This is an optimization exercise on Yosys and OpenROAD, whose aim is small area, a short achievable clock period and few clock cycles, not a production implementation. The RTL was checked by simulation tests, not by an equivalence proof against the original design. No driver is modelled on the clock port, so clocking that relies on it looks cheaper here than on a real chip. Power is estimated from default activity; no workload was simulated.

## cs281_dl_rx
module cs281_dl_rx (
    input  wire       clk,
    input  wire       rst,         
    input  wire       in_valid,
    input  wire [7:0] in_data,
    output wire       in_ready,
    output wire       ev_valid,
    input  wire       ev_ready,
    output wire [1:0] ev_kind,
    output wire [7:0] ev_data,
    output wire       ev_last,
    output wire [7:0] fault
);
clock: 8.0 ns
lec_check: 0
abc_clock_period_in_ps: 2500
cap_margin: 20
core_margin: 2
core_utilization: 40
cts_buf_list: sky130_fd_sc_hd__clkbuf_16
cts_cluster_diameter: 100
cts_cluster_size: 30
place_density: 0.6
slew_margin: 20
standard.sh (not shown) runs the stock make flow with config.mk's settings and CLKGATE_MAP_FILE= SYNTH_SCRIPT=/design/flow/synth_recipe.tcl, a recipe that flattens the netlist after the stock synthesis.
==> flow/flow/run.sh <==
#!/bin/bash
# Standard layout, with a tighter timing-repair target, faster port buffers,
# and the clock tree's root buffer removed after CTS (flow/post_cts.tcl).
set -euo pipefail
bash standard.sh SETUP_SLACK_MARGIN=5.4 "BUFFER_PORTS_ARGS=-buffer_cell sky130_fd_sc_hd__buf_2" POST_CTS_TCL=$PWD/flow/post_cts.tcl finish > standard_flow.log 2>&1
==> flow/flow/post_cts.tcl <==
set root_pins [get_pins -of_objects [get_nets clk] -filter "direction == input"]
set root [get_cells -of_objects $root_pins]
if { [llength $root_pins] == 1 } {
  set next [get_pins -of_objects [get_nets -of_objects [get_pins -of_objects $root -filter "direction == output"]] -filter "direction == input"]
  if { [llength $next] <= 4 } {
    puts "post_cts: removing clock root buffer [get_full_name $root]"
    remove_buffers $root
    estimate_parasitics -placement
    repair_timing_helper
    detailed_placement
    check_placement -verbose
  }
}
The baseline produced a clean layout.
Testbench counts at the start, summed over its fixed seeds: cycles 24,382.
==> next run, changes <==
==> flow/flow/run.sh (replaced) <==
#!/bin/bash
# Standard layout, with a tighter timing-repair target, faster port buffers,
# and the clock tree's root buffer removed after CTS (flow/post_cts.tcl).
set -euo pipefail
bash standard.sh SETUP_SLACK_MARGIN=5.5 "BUFFER_PORTS_ARGS=-buffer_cell sky130_fd_sc_hd__buf_2" POST_CTS_TCL=$PWD/flow/post_cts.tcl finish > standard_flow.log 2>&1
- GPL_TIMING_DRIVEN: unset -> 1
Wire length grows by 0.82%.
Setup slack improved by 34 ps.
Via count shrinks by 0.54%.
Power hardly moves.
Flip-flop and latch count does not change.
Area after synthesis does not change.
Utilization grows by 0.14 points.
Combinational power grows by 5.5%.
Clock-buffer cell count shrinks by 1.
==> next run, changes <==
==> flow/flow/run.sh (replaced) <==
#!/bin/bash
# Standard layout, with a tighter timing-repair target, faster port buffers,
# and the clock tree's root buffer removed after CTS (flow/post_cts.tcl).
set -euo pipefail
bash standard.sh SETUP_SLACK_MARGIN=5.6 "BUFFER_PORTS_ARGS=-buffer_cell sky130_fd_sc_hd__buf_2" POST_CTS_TCL=$PWD/flow/post_cts.tcl finish > standard_flow.log 2>&1
- GPL_TIMING_DRIVEN: 1 -> unset
Result: The new run ran to the end with no violations; global-route usage grows by 0.12 points; first-iteration DRC count shrinks by about 10%; design area is about the same.
==> next run, changes <==
==> flow/flow/run.sh (replaced) <==
#!/bin/bash
# Standard layout, with a tighter timing-repair target, faster port buffers,
# and the clock tree's root buffer removed after CTS (flow/post_cts.tcl).
set -euo pipefail
bash standard.sh SETUP_SLACK_MARGIN=5.7 "BUFFER_PORTS_ARGS=-buffer_cell sky130_fd_sc_hd__buf_2" POST_CTS_TCL=$PWD/flow/post_cts.tcl finish > standard_flow.log 2>&1
The new run finished with timing, DRC and antenna clean.
Combinational power goes up by about a fifth.
Die area does not change.
Non-clock buffer count goes up by 3.
Cell count goes up slightly.
Cell area goes up slightly.
Utilization goes up by 0.53 points.
Fmax goes down slightly.
Routed wire length goes down slightly.
==> next run, changes <==
==> flow/flow/run.sh (replaced) <==
#!/bin/bash
# Standard layout, with a tighter timing-repair target, faster port buffers,
# and the clock tree's root buffer removed after CTS (flow/post_cts.tcl).
set -euo pipefail
bash standard.sh SETUP_SLACK_MARGIN=5.5 "BUFFER_PORTS_ARGS=-buffer_cell sky130_fd_sc_hd__buf_2" POST_CTS_TCL=$PWD/flow/post_cts.tcl finish > standard_flow.log 2>&1
After rerunning: The new run completed without violations. Via count falls by 0.45%. Total power hardly moves. Non-clock buffer count is lower by 4. Cell area falls by about 1.4%. Flip-flop and latch count is unchanged. Clock skew goes up by 6.0 ps. Combinational power shrinks by 12%.

separate check: timing with driven ports:
How much do the figures lean on ideal ports? The routed layouts below were timed once more, with nothing changed but the port constraints.
Step 1 sets driving cells, clkbuf_16 on the clock port and buf_2 on the other inputs (assumed; they add their load-dependent delay and slew).
Step 2 adds t to the input delays and takes it off the output delays; t is the mean of the earliest and latest rising clock arrival at the registers after step 1. Input paths then give back, and output paths get back, about the clock's delay inside the block.
Three values: ideal ports, drivers, drivers and shift; two values: the first two.
| run | t, ns | slack for setup (ns) | worst hold slack (ns) |
|---|---|---|---|
| the first run | 0.458 | 5.456 / 5.398 / 5.096 | 0.328 / 0.328 / 0.328 |
| the second run | 0.458 | 5.490 / 5.435 / 5.132 | 0.322 / 0.322 / 0.322 |
| the third run | 0.462 | 5.487 / 5.428 / 5.182 | 0.327 / 0.327 / 0.327 |
| the fourth run | 0.458 | 5.477 / 5.420 / 5.238 | 0.328 / 0.328 / 0.328 |
| the fifth run | 0.458 | 5.490 / 5.435 / 5.132 | 0.322 / 0.322 / 0.322 |
After both steps setup and hold are still met in every run listed. The setup slack of the first run, which loses most, moves by -0.058 ns with the drivers and by -0.360 ns with both steps.
